Context: an optimization exercise on an open-source flow, tuned for small area and a short achievable clock period. The choices shown serve that exercise and are no tape-out recipe.
No activity file was given, so power comes from the tool's default toggle rates.

Setup of build 8:
==> flow/design.v <==
module crc16_update (
    input  wire [15:0] acc_in,
    input  wire [7:0]  data,
    output wire [15:0] acc_out
);
    wire [7:0] x = acc_in[7:0] ^ data;
    wire       p = ^x;
    assign acc_out = {p,
                      p ^ x[7],
                      x[7] ^ x[6],
                      x[6] ^ x[5],
                      x[5] ^ x[4],
                      x[4] ^ x[3],
                      x[3] ^ x[2],
                      x[2] ^ x[1],
                      acc_in[15] ^ x[1] ^ x[0],
                      acc_in[14] ^ x[0],
                      acc_in[13:9],
                      acc_in[8] ^ p};
endmodule
module crc16_tfv (
    input  wire         clk,
    input  wire         rst,           
    input  wire         in_valid,
    input  wire [7:0]   in_byte,
    input  wire         lenient,       
    input  wire         td_reset,      
    input  wire         ce_valid,
    input  wire         ce_op,         
    input  wire [15:0]  ce_data,
    output wire [15:0]  acc,           
    output wire         busy,          
    output wire         fault,         
    output reg          rec_valid,
    output wire [127:0] rec_id,
    output wire [4:0]   rec_id_len,
    output wire [255:0] rec_val,
    output wire [5:0]   rec_val_len,
    output reg          tel_valid,
    output reg  [1:0]   tel_status,    
    output wire [5:0]   tel_count
);
    reg         busy_q, s_hdr, s_crlf, s_id, s_val, s_vend, s_crc;
    wire        s_wait = ~busy_q;
    reg [15:0]  acc_q;
    reg         len_eff;
    reg         corr;
    reg         fault_q;
    reg [5:0]   idb [0:15];    
    reg [4:0]   id_len;
    reg         id_fresh;      
    reg [5:0]   id_first;      
    reg         id_dirty;      
    reg [7:0]   valb [0:31];
    reg [5:0]   val_len;
    reg         crc_bad;       
    reg [2:0]   crc_len;       
    reg [5:0]   pend;
    assign acc         = acc_q;
    assign busy        = busy_q;
    assign fault       = fault_q;
    assign rec_id_len  = id_len;
    assign rec_val_len = val_len;
    assign tel_count   = pend;
    genvar g;
    generate
        for (g = 0; g < 16; g = g + 1) begin : g_id_out
            assign rec_id[8*g +: 8] = {2'b00, idb[g]};
        end
        for (g = 0; g < 32; g = g + 1) begin : g_val_out
            assign rec_val[8*g +: 8] = valb[g];
        end
    endgenerate
    wire [7:0] b = in_byte;
    wire hi0      = (b[7:4] == 4'h0);
    wire hi2      = (b[7:4] == 4'h2);
    wire hi3      = (b[7:4] == 4'h3);
    wire lo_le9   = ~b[3] | (~b[2] & ~b[1]);                   
    wire is_cr    = hi0 & (b[3:0] == 4'hD);
    wire is_ws    = (hi0 & (b[3:0] == 4'h9)) |                   
                    (hi0 & b[3] & ~b[2] & b[1]) |                
                    (hi0 & b[3] & b[2] & ~b[1]) |                
                    (hi2 & (b[3:0] == 4'h0));                    
    wire is_digit = hi3 & lo_le9;
    wire is_idch  = (hi3 & (lo_le9 | (b[3:0] == 4'hA))) |        
                    (hi2 & b[3] & ((~b[2] & b[1] & ~b[0]) |
                                   (b[2] & (b[1] ^ b[0]))));    
    wire is_slash = hi2 & (b[3:0] == 4'hF);
    wire is_bang  = hi2 & (b[3:0] == 4'h1);
    wire is_open  = hi2 & (b[3:0] == 4'h8);
    wire is_close = hi2 & (b[3:0] == 4'h9);
    wire is_hex   = is_digit |
                    ((b[7:3] == 5'b01000) & (b[2:0] != 3'd0) & (b[2:0] != 3'd7));  
    wire cec = ce_valid & ~td_reset;
    wire byt = in_valid & ~ce_valid & ~td_reset;
    wire [15:0] acc_p;
    wire [15:0] t_in, t_ce;
    crc16_update u_p  (.acc_in(acc_q),              .data(8'h00),        .acc_out(acc_p));
    crc16_update u_ti (.acc_in(16'h0000),           .data(in_byte),      .acc_out(t_in));
    crc16_update u_tc (.acc_in(16'h0000),           .data(ce_data[7:0]), .acc_out(t_ce));
    wire [4:0] id_cur   = id_fresh ? 5'd1 : id_len;    
    wire       id_full  = id_cur[4];
    wire       id_any   = (id_len != 5'd0);             
    wire       val_full = val_len[5];
    wire take    = in_valid & ~ce_valid;                
    wire id_oth  = ~(is_ws | is_idch | is_open);
    wire vend_oth = ~(is_ws | is_digit | is_bang | is_open);
    wire open_c  = (s_wait | s_crc) & is_slash;
    wire term_c  = s_crc & (is_cr | is_slash);
    wire commit_c = s_vend & (is_digit | is_bang);
    wire open_b  = byt & open_c;
    wire term_b  = byt & term_c;
    wire commit  = byt & commit_c;
    wire fold_c = s_hdr |
                  (s_crlf & (is_ws | is_digit)) |
                  (s_id & (len_eff | ~id_oth)) |
                  s_val |
                  (s_vend & (len_eff | ~vend_oth)) |
                  (s_crc & is_bang);
    wire wait_c = (s_wait & ~is_slash) |
                  (s_crlf & ~(is_ws | is_digit)) |
                  (s_id & ~len_eff & id_oth) |
                  (s_vend & ~len_eff & vend_oth) |
                  (s_crc & is_cr);
    wire hdr_c  = open_c | (s_hdr & ~is_cr);
    wire crlf_c = (s_hdr & is_cr) | (s_crlf & is_ws);
    wire id_c   = ((s_crlf | s_vend) & is_digit) |
                  (s_id & ~is_open & (is_ws | is_idch | (len_eff & ~is_bang)));
    wire val_c  = ((s_id | s_vend) & is_open) | (s_val & ~is_close);
    wire vend_c = (s_val & is_close) | (s_vend & (is_ws | (len_eff & vend_oth)));
    wire crc_c  = (((s_id & len_eff) | s_vend) & is_bang) |
                  (s_crc & ~(is_cr | is_slash));
    always @(posedge clk) begin
        if (rst | td_reset) begin
            busy_q <= 1'b0; s_hdr <= 1'b0; s_crlf <= 1'b0; s_id <= 1'b0;
            s_val <= 1'b0; s_vend <= 1'b0; s_crc <= 1'b0;
        end else if (take) begin
            busy_q <= ~wait_c;
            s_hdr  <= hdr_c;
            s_crlf <= crlf_c;
            s_id   <= id_c;
            s_val  <= val_c;
            s_vend <= vend_c;
            s_crc  <= crc_c;
        end
    end
    always @(posedge clk) begin
        if (rst)
            acc_q <= 16'h0000;
        else if (td_reset)
            acc_q <= acc_q;
        else if (ce_valid) begin
            if (s_wait)
                acc_q <= ce_op ? (acc_p ^ t_ce) : ce_data;
        end else if (in_valid) begin
            if (open_c)
                acc_q <= 16'h0000;
            else if (fold_c)
                acc_q <= acc_p ^ t_in;
        end
    end
    always @(posedge clk) begin
        if (open_b)
            len_eff <= lenient;
        if (s_wait | s_hdr)
            corr <= 1'b0;
        else if (byt & len_eff & ((s_id & id_oth) | (s_vend & vend_oth)))
            corr <= 1'b1;
        if (rst) begin
            fault_q   <= 1'b0;
            rec_valid <= 1'b0;
            tel_valid <= 1'b0;
        end else begin
            if (byt & ((s_id & is_idch & id_full) |
                       (s_val & ~is_close & val_full) |
                       (commit & id_any & (pend == 6'd63))))
                fault_q <= 1'b1;
            rec_valid <= commit & id_any & ~fault_q;
            tel_valid <= term_b & ~fault_q;
        end
    end
    always @(posedge clk) begin
        if (s_wait | s_hdr)
            pend <= 6'd0;
        else if (commit & id_any)
            pend <= pend + 6'd1;
    end
    wire       id_app   = byt & s_id & is_idch;
    wire       id_clr   = s_wait | s_hdr | s_crlf;
    wire       id_wipe  = id_clr | (s_id & (id_dirty | id_fresh));
    wire [5:0] id_data  = (s_id | s_crc) ? b[5:0] : 6'd0;
    wire [5:0] id_data1 = (id_clr | (s_id & id_dirty)) ? 6'd0 : id_data;
    wire [5:0] id_data2 = id_wipe ? 6'd0 : id_data;
    always @(posedge clk) begin
        if (s_crlf)
            id_len <= 5'd1;
        else if (s_id) begin
            if (id_app)
                id_len <= id_cur + 5'd1;
            else if (byt & len_eff & id_oth)
                id_len <= 5'd0;
            else
                id_len <= id_cur;
        end
        id_fresh <= commit & is_digit;
        id_dirty <= byt & s_id & len_eff & id_oth;
        if (s_vend)
            id_first <= b[5:0];
    end
    integer k;
    always @(posedge clk) begin
        if (id_wipe | (s_id & (id_cur == 5'd0)) | (s_val & (id_len == 5'd0)) |
            (s_crc & (crc_len == 3'd0)))
            idb[0] <= s_crlf ? b[5:0] : (s_id & id_fresh) ? id_first : id_data;
        if (id_wipe | (s_id & (id_cur == 5'd1)) | (s_val & (id_len == 5'd1)) |
            (s_crc & (crc_len == 3'd1)))
            idb[1] <= id_data1;
        for (k = 2; k < 16; k = k + 1)
            if (id_wipe | (s_id & (id_cur == k)) | (s_val & (id_len == k)) |
                (s_crc & (crc_len == k)))
                idb[k] <= id_data2;
    end
    wire       val_clr  = ~(s_val | s_vend);
    wire       val_app  = byt & s_val & ~is_close;
    wire [7:0] val_data = s_val ? b : 8'h00;
    always @(posedge clk) begin
        if (val_clr)
            val_len <= 6'd0;
        else if (val_app)
            val_len <= val_len + 6'd1;
        for (k = 0; k < 32; k = k + 1)
            if (val_clr | (val_len == k))
                valb[k] <= val_data;
    end
    wire crc_app = byt & s_crc & ~(is_cr | is_slash | is_bang);
    always @(posedge clk) begin
        if (~s_crc) begin
            crc_len <= 3'd0;
            crc_bad <= 1'b0;
        end else if (crc_app) begin
            if (crc_len != 3'd5)
                crc_len <= crc_len + 3'd1;
            if (~crc_len[2] & ~is_hex)
                crc_bad <= 1'b1;
        end
    end
    function [3:0] hex_nib;
        input [5:0] c;
        begin
            if (c[4])
                hex_nib = c[3:0];
            else case (c[2:0])
                3'd1: hex_nib = 4'hA;
                3'd2: hex_nib = 4'hB;
                3'd3: hex_nib = 4'hC;
                3'd4: hex_nib = 4'hD;
                3'd5: hex_nib = 4'hE;
                default: hex_nib = 4'hF;
            endcase
        end
    endfunction
    wire [15:0] crc_hex = {hex_nib(idb[0]), hex_nib(idb[1]), hex_nib(idb[2]), hex_nib(idb[3])};
    wire [1:0] status = corr ? 2'd2 :
                        (crc_len == 3'd0) ? 2'd0 :
                        ((crc_len == 3'd4) && !crc_bad && (crc_hex == acc_q)) ? 2'd0 : 2'd1;
    always @(posedge clk) begin
        if (term_b)
            tel_status <= status;
    end
endmodule
export LEC_CHECK = 0
export CAP_MARGIN = 20
export CORE_MARGIN = 2
export CORE_UTILIZATION = 60
export CTS_BUF_LIST = sky130_fd_sc_hd__clkbuf_8
export CTS_CLUSTER_SIZE = 20
export SETUP_SLACK_MARGIN = 3.0
export SLEW_MARGIN = 20
create_clock -name core_clock -period 5.0 [get_ports {clk}]
run.sh (not shown) runs the stock make flow with config.mk's settings and CLKGATE_MAP_FILE= SYNTH_SCRIPT=/design/flow/synth_recipe.tcl, a recipe that flattens the netlist after the stock synthesis.
Build 8 ended with every stage complete and zero timing, DRC or antenna violations.
### build 8 -> build 41
-- flow/config.mk --
<<< build 8, line 9
export CORE_MARGIN = 2
export CORE_UTILIZATION = 60
export CTS_BUF_LIST = sky130_fd_sc_hd__clkbuf_8
export CTS_CLUSTER_SIZE = 20
export SETUP_SLACK_MARGIN = 3.0
>>> build 41, line 9
export CORE_MARGIN = 2
export CORE_UTILIZATION = 40
export SETUP_SLACK_MARGIN = 3.0
Findings:
Build 41: all stages complete, timing, DRC and antenna checks passed. Taking build 8 as the reference, in build 41 placement row count increased by 13 relative to the old numbers, combinational cell power decreased by 8.7% relative to the old numbers, post-route minimum period increased by 0.055 ns relative to the old numbers, highest ir drop seen on vdd increased by 7.5% relative to the old numbers, sum of met3 wire segment lengths after detailed routing decreased by about 15% relative to the old numbers. On count of sequential standard cells, build 41 and build 8 are basically level. Looking at wire length across both flows, build 41 is the stronger of the two, with build 8 trailing. Layout buffer count excluding clock buffers (build 41 over build 8): decrease, 0.53%. Going from build 8 to build 41, combinational fraction of design power down 1.3 points; final non-filler cell total went up 144; synthesized area held. sky130_fd_sc_hd__o31a_1 as the highest-delay cell along the critical path was reported by build 41, and sky130_fd_sc_hd__edfxtp_1 by build 8.
Input-level comparison between build 14 and build 41:
-- flow/config.mk --
<<< build 41, line 9
export CORE_MARGIN = 2
export CORE_UTILIZATION = 40
export SETUP_SLACK_MARGIN = 3.0
>>> build 14, line 9
export CORE_MARGIN = 2
export CORE_UTILIZATION = 60
export CTS_CLUSTER_DIAMETER = 100
export CTS_CLUSTER_SIZE = 30
export SETUP_SLACK_MARGIN = 3.0
Findings:
Compared with build 41, build 14 ends up with less cell area.
In build 14, the share of the cycle needed by the critical path after routing came out 0.55 points above the value in build 41.
Combinational power is lower on build 41
Build 14 gives less clock power than build 41 did.
Relative to build 41, count of placed standard cells in the final layout, fillers left out has decreased by 207 in build 14.
Post-layout worst setup margin: build 14 worse than build 41
Share of power burned in the clock network was lower in the run labelled build 14.
Taking build 41 as the reference, in build 14 worst-case vdd ir drop went down, area growth from synthesis to final layout fell 4.2 points, hold slack went up 0.043 ns.
Min post-layout minimum cycle time across build 41 and build 14: build 41
Input changes introduced in build 91 (baseline for comparison: build 14):
-- flow/config.mk --
<<< build 14, line 9
export CORE_MARGIN = 2
export CORE_UTILIZATION = 60
export CTS_CLUSTER_DIAMETER = 100
export CTS_CLUSTER_SIZE = 30
export SETUP_SLACK_MARGIN = 3.0
export SLEW_MARGIN = 20
>>> build 91, line 9
export CORE_MARGIN = 2
export CORE_UTILIZATION = 40
export SETUP_SLACK_MARGIN = 2.5
export SLEW_MARGIN = 20
### Flow results
The final layout from build 91, which completed every stage, passed the timing, DRC and antenna checks at the end of the flow.
[compare] base=build 14 new=build 91: clock buffer count in the final layout went up, final-layout non-clock buffer area share went up, global-route wire length before repair saw a decrease, critical path data arrival time shows a reduction of 1.35 ns, count of pins on the block boundary about even.
Worst IR drop on VDD is lower on build 14
Build 91 against build 14: clock period minus final worst setup slack rose by 0.092 ns; total power went up 1400 uW.
Compared to build 14, the routing of build 91 uses less wire.
Final HPWL from detailed placement delta for build 91 relative to build 14: 920 um lower
No run of this note included a check of the RTL's function; only the layout flow was run.

[separate check: timing with driven ports]
In the flow no input, the clock included, has a driving cell. The finished layouts below were timed again as built, in two steps.
Step 1, drivers: a clkbuf_16 drives clk and a buf_2 each remaining input, both assumed.
Step 2 adds t to the input delays and takes it off the output delays; t is the mean of the earliest and latest rising clock arrival at the registers after step 1. Input paths then give back, and output paths get back, about the clock's delay inside the block.
Slacks: ideal ports / drivers / drivers and shift; pairs: ideal ports / drivers.
| run | shift t [ns] | setup slack, ns | latest minus earliest clock arrival (ns) | cell pins on the clock port's net |
|---|---|---|---|---|
| build 8 | 0.643 | 2.715 / 2.668 / 2.111 | 0.026 / 0.026 | 1 |
| build 41 | 0.617 | 2.659 / 2.664 / 2.047 | 0.025 / 0.024 | 1 |
| build 14 | 0.566 | 2.632 / 2.626 / 2.060 | 0.055 / 0.055 | 1 |
| build 91 | 0.617 | 2.540 / 2.490 / 1.939 | 0.022 / 0.022 | 1 |
After both steps setup and hold are still met in every run listed. For build 41, which loses most, drivers alone change the setup slack by +0.005 ns; drivers and shift together by -0.612 ns.
